What follows belongs to an exercise in optimizing a design on an open flow for a short achievable clock period and few clock cycles per item; a production flow would make more cautious choices.
Function was checked by simulation only, so behaviour that the tests miss may differ from the original.
Power figures rest on the tool's default switching activity, not on a simulated workload.

==> flow/design.v (excerpt) <==
module yay0_dec (
    input  wire        clk,
    input  wire        rst,         
    input  wire        start,       
    input  wire [31:0] base,        
    input  wire [31:0] in_len,      
    input  wire [31:0] out_cap,     
    output wire        busy,
    output wire        done,        
    output wire [3:0]  err,         
    output wire [31:0] size,        
    output reg         in_re,
    output reg  [31:0] in_addr,
    input  wire [7:0]  in_rdata,
    output reg         out_we,
    output reg  [31:0] out_waddr,
    output reg  [7:0]  out_wdata,
    output reg         out_re,
    output reg  [31:0] out_raddr,
    input  wire [7:0]  out_rdata
);
make LEC_CHECK=0 CAP_MARGIN=20 CORE_MARGIN=2 CORE_UTILIZATION=60 CTS_CLUSTER_DIAMETER=100 CTS_CLUSTER_SIZE=20 SETUP_SLACK_MARGIN=5 SLEW_MARGIN=20 finish   # period 8.0 ns
run.sh (not shown) runs the stock make flow with config.mk's settings and CLKGATE_MAP_FILE= SYNTH_SCRIPT=/design/flow/synth_recipe.tcl, a recipe that flattens the netlist after the stock synthesis.
Testbench counts at the start, summed over its fixed seeds: cycles 236,650, bytes 233,110.
==> next run, changes <==
--- a/flow/design.v
+++ b/flow/design.v
@@ -399,18 +399,16 @@
             idle_r  <= 1'b0;
             in_re   <= 1'b1;
             in_addr <= base;
             i_tag   <= T_C;
             i_ok    <= 1'b1;
             busy_r  <= 1'b1;
             ph      <= P_HDR;
             ce      <= 1'b1;
-            pe      <= 1'b0;
-            ke      <= 1'b0;
             c_res   <= 4'd1;
             c_asm_n <= 2'd0;
             cq_n    <= 2'd0;
             cq_ne   <= 1'b0;
             h_n     <= 2'd0;
             ld_p    <= 1'b0;
             ld_k    <= 1'b0;
         end
@@ -430,17 +428,16 @@
             start_q <= 1'b0;
             busy_r  <= 1'b0;
             idle_r  <= 1'b1;
             done_r  <= 1'b0;
             in_re   <= 1'b0;
             out_we  <= 1'b0;
             out_re  <= 1'b0;
             ce <= 1'b0; pe <= 1'b0; ke <= 1'b0;
-            ld_p <= 1'b0; ld_k <= 1'b0;
             r_v  <= 1'b0;
             rq_n <= 2'd0;
             dq_n <= 2'd0;
             cv   <= 1'b0;
             rv   <= 1'b0;
             mv   <= 1'b0;
         end
     end
After rerunning:
- The changed run passed the timing, DRC and antenna checks
- setup slack loses 0.018 ns
- count of clock-buffer cells in the layout stays the same
- global-route usage came out lower by 1.0 points
- die area stays flat
- via count decreases by about 1.3%
- power decreases by 1.1%
- wire length falls by about 3.7%
- final cell count falls by 1.4%
- clock skew is about the same
- register-to-register slack got worse by 0.03 ns
Testbench counts after the change, summed over its fixed seeds: cycles 236,650, bytes 233,110.


Setup of red:
Starting RTL as in the previous note.
Settings: LEC_CHECK=0, CAP_MARGIN=20, CORE_MARGIN=2, CORE_UTILIZATION=60, CTS_CLUSTER_DIAMETER=100, CTS_CLUSTER_SIZE=20, SLEW_MARGIN=20; clock period 8.0 ns.
standard.sh (not shown) runs the stock make flow with config.mk's settings and CLKGATE_MAP_FILE= SYNTH_SCRIPT=/design/flow/synth_recipe.tcl, a recipe that flattens the netlist after the stock synthesis.
==> flow/flow/run.sh <==
#!/bin/bash
# The standard layout (standard.sh: the standard synthesis, floorplan,
# placement, CTS and routing, unchanged), with two repair settings changed:
#  - the I/O port buffers are inserted as buf_4 cells rather than the
#    resizer's default pick, a slow delay cell;
set -euo pipefail
export BUFFER_PORTS_ARGS="-buffer_cell sky130_fd_sc_hd__buf_4"
export SETUP_SLACK_MARGIN=5.4
bash standard.sh > standard.log 2>&1
Testbench counts of red, summed over its fixed seeds: cycles 236,650, bytes 233,110.
What blue does differently from red at the input level:
diff --git a/flow/design.v b/flow/design.v
--- a/flow/design.v
+++ b/flow/design.v
@@ -66,22 +66,24 @@
     reg        p_half;
     reg [17*PD-1:0] pq;              
     reg [2:0]  pq_n;
     reg [9*KD-1:0] kq;               
     reg [3:0]  kq_n;
     wire [32:0] cq0 = cq[32:0];
     wire [16:0] pq0 = pq[16:0];
     wire [8:0]  kq0 = kq[8:0];
     reg [1:0]  h_n;
     reg        h_magic_ok, h_t0, h_t3;
+    reg [31:0] h_w;                  
     reg [33:0] h_sum;                
-    reg        ld_p, ld_k;
+    reg        ld_p1, ld_k1, ld_s;   
+    reg        ld_p, ld_k;           
     reg [31:0] cw;
     reg        cw_t;
     reg [5:0]  cb;
     reg        cb_nz, cb_1;          
     reg [31:0] cw2;                  
     reg        cw2_t, cw2_v;
     reg        cq_ne, pq_ne, kq_ne;  
     localparam RW = 2 + 16 + 8 + 1 + 1 + 9;
     reg [2*RW-1:0] rq;
     reg [1:0]  rq_n;
@@ -244,41 +246,46 @@
                     kq[9*i +: 9] <= {!r_ok, in_rdata};
                 else if (i < KD - 1)
                     kq[9*i +: 9] <= kq[9*(i+1) +: 9];
             end else if (push_k && i == kq_n)
                 kq[9*i +: 9] <= {!r_ok, in_rdata};
         end
         kq_n <= (pop_k == push_k) ? kq_n : pop_k ? kq_n - 4'd1 : kq_n + 4'd1;
         kq_ne <= push_k || (kq_n > 4'd1) || (kq_n == 4'd1 && !pop_k);
         pb   <= e_take && e_b;
         rhm1 <= rhm1 - {22'd0, pb};
-        h_sum <= {2'b00, c_base} + {2'b00, cq0[31:0]};
+        h_w   <= cq0[31:0];
+        h_sum <= {2'b00, c_base} + {2'b00, h_w};
+        ld_p  <= ld_p1;
+        ld_k  <= ld_k1;
+        ld_p1 <= 1'b0;
+        ld_k1 <= 1'b0;
+        ld_s  <= 1'b0;
+        if (ld_s) size_gt <= (h_w > c_cap);
         if (ld_p) begin
             pa   <= h_sum;
             pe   <= 1'b1;
-            ld_p <= 1'b0;
         end
-        if (ld_k) begin
+        if (ld_k && ph != P_FIN) begin
             ka   <= h_sum;
             ke   <= 1'b1;
-            ld_k <= 1'b0;
         end
         case (ph)
             P_HDR: begin
                 if (h_take) begin
                     h_n <= h_n + 2'd1;
                     case (h_n)
                         2'd0: begin h_magic_ok <= (cq0[31:0] == 32'h59617930); h_t0 <= cq0[32]; end
-                        2'd1: begin h_size <= cq0[31:0]; size_gt <= (cq0[31:0] > c_cap); end
-                        2'd2: ld_p <= 1'b1;
+                        2'd1: begin h_size <= cq0[31:0]; ld_s <= 1'b1; end
+                        2'd2: ld_p1 <= 1'b1;
                         default: begin
-                            ld_k <= 1'b1;
+                            ld_k1 <= 1'b1;
                             h_t3 <= cq0[32];
                             ph   <= P_EV1;
                         end
                     endcase
                 end
             end
             P_EV1: begin
                 rl    <= h_size[8:0];
                 pb    <= 1'b0;
                 rhm1  <= h_size[31:9] - 23'd1;
@@ -406,20 +413,22 @@
             ce      <= 1'b1;
             pe      <= 1'b0;
             ke      <= 1'b0;
             c_res   <= 4'd1;
             c_asm_n <= 2'd0;
             cq_n    <= 2'd0;
             cq_ne   <= 1'b0;
             h_n     <= 2'd0;
             ld_p    <= 1'b0;
             ld_k    <= 1'b0;
+            ld_p1   <= 1'b0;
+            ld_k1   <= 1'b0;
         end
         if (start_q) begin
             p_res <= 4'd0; k_res <= 4'd0;
             p_half  <= 1'b0;
             pq_n <= 3'd0; kq_n <= 4'd0;
             pq_ne <= 1'b0; kq_ne <= 1'b0;
             rq_n <= 2'd0;
             dq_n <= 2'd0;
             wp   <= 32'd0;
             wph_m1 <= 20'hFFFFF;
@@ -428,20 +437,20 @@
         if (rst) begin
             ph      <= P_IDLE;
             start_q <= 1'b0;
             busy_r  <= 1'b0;
             idle_r  <= 1'b1;
             done_r  <= 1'b0;
             in_re   <= 1'b0;
             out_we  <= 1'b0;
             out_re  <= 1'b0;
             ce <= 1'b0; pe <= 1'b0; ke <= 1'b0;
-            ld_p <= 1'b0; ld_k <= 1'b0;
+            ld_p <= 1'b0; ld_k <= 1'b0; ld_p1 <= 1'b0; ld_k1 <= 1'b0;
             r_v  <= 1'b0;
             rq_n <= 2'd0;
             dq_n <= 2'd0;
             cv   <= 1'b0;
             rv   <= 1'b0;
             mv   <= 1'b0;
         end
     end
 endmodule
==> run notes <==
- blue reached the final stage; the timing, DRC and antenna checks on its layout passed.
- | floorplan die width | lower: red |
- In blue, the count of cells resized by post-cts repair came out 12 above the value in red.
- blue ended up with more standard cells than red.
- Per the comparison of blue with red, minimum setup slack in the final design up 240 ps, sequential cell count up 35, synthesized-area fraction occupied by and/or/nand/nor cells down 0.37 points.
- Higher first-iteration DRC count goes to red over blue.
Testbench counts of blue, summed over its fixed seeds: cycles 236,658, bytes 233,110.

what the ideal ports hide:
Ports are ideal in the flow. The routed layouts listed here were re-timed in OpenROAD.
Step 1 assumes that a clkbuf_16 drives the clock port and a buf_2 every other input.
Step 2, shift: input delay + t, output delay - t, t = (earliest + latest rising clock arrival at the registers) / 2. This alone moves slack from input paths to output paths.
a / b / c = no drivers / after step 1 / after step 2; a / b = the first two.
run | shift t [ns] | setup WS [ns] | clock arrival spread, ns | pins driven straight from the clock port
the first run of note 1 | 0.734 | 5.050 / 4.979 / 4.378 | 0.027 / 0.027 | 1
the second run of note 1 | 0.742 | 5.032 / 4.962 / 4.358 | 0.022 / 0.023 | 1
red | 0.743 | 4.989 / 4.989 / 4.646 | 0.038 / 0.038 | 1
blue | 0.716 | 5.231 / 5.163 / 4.535 | 0.028 / 0.029 | 1
After both steps every run listed still meets setup and hold. The setup slack of blue, which loses most, moves by -0.068 ns with the drivers and by -0.696 ns with both steps.
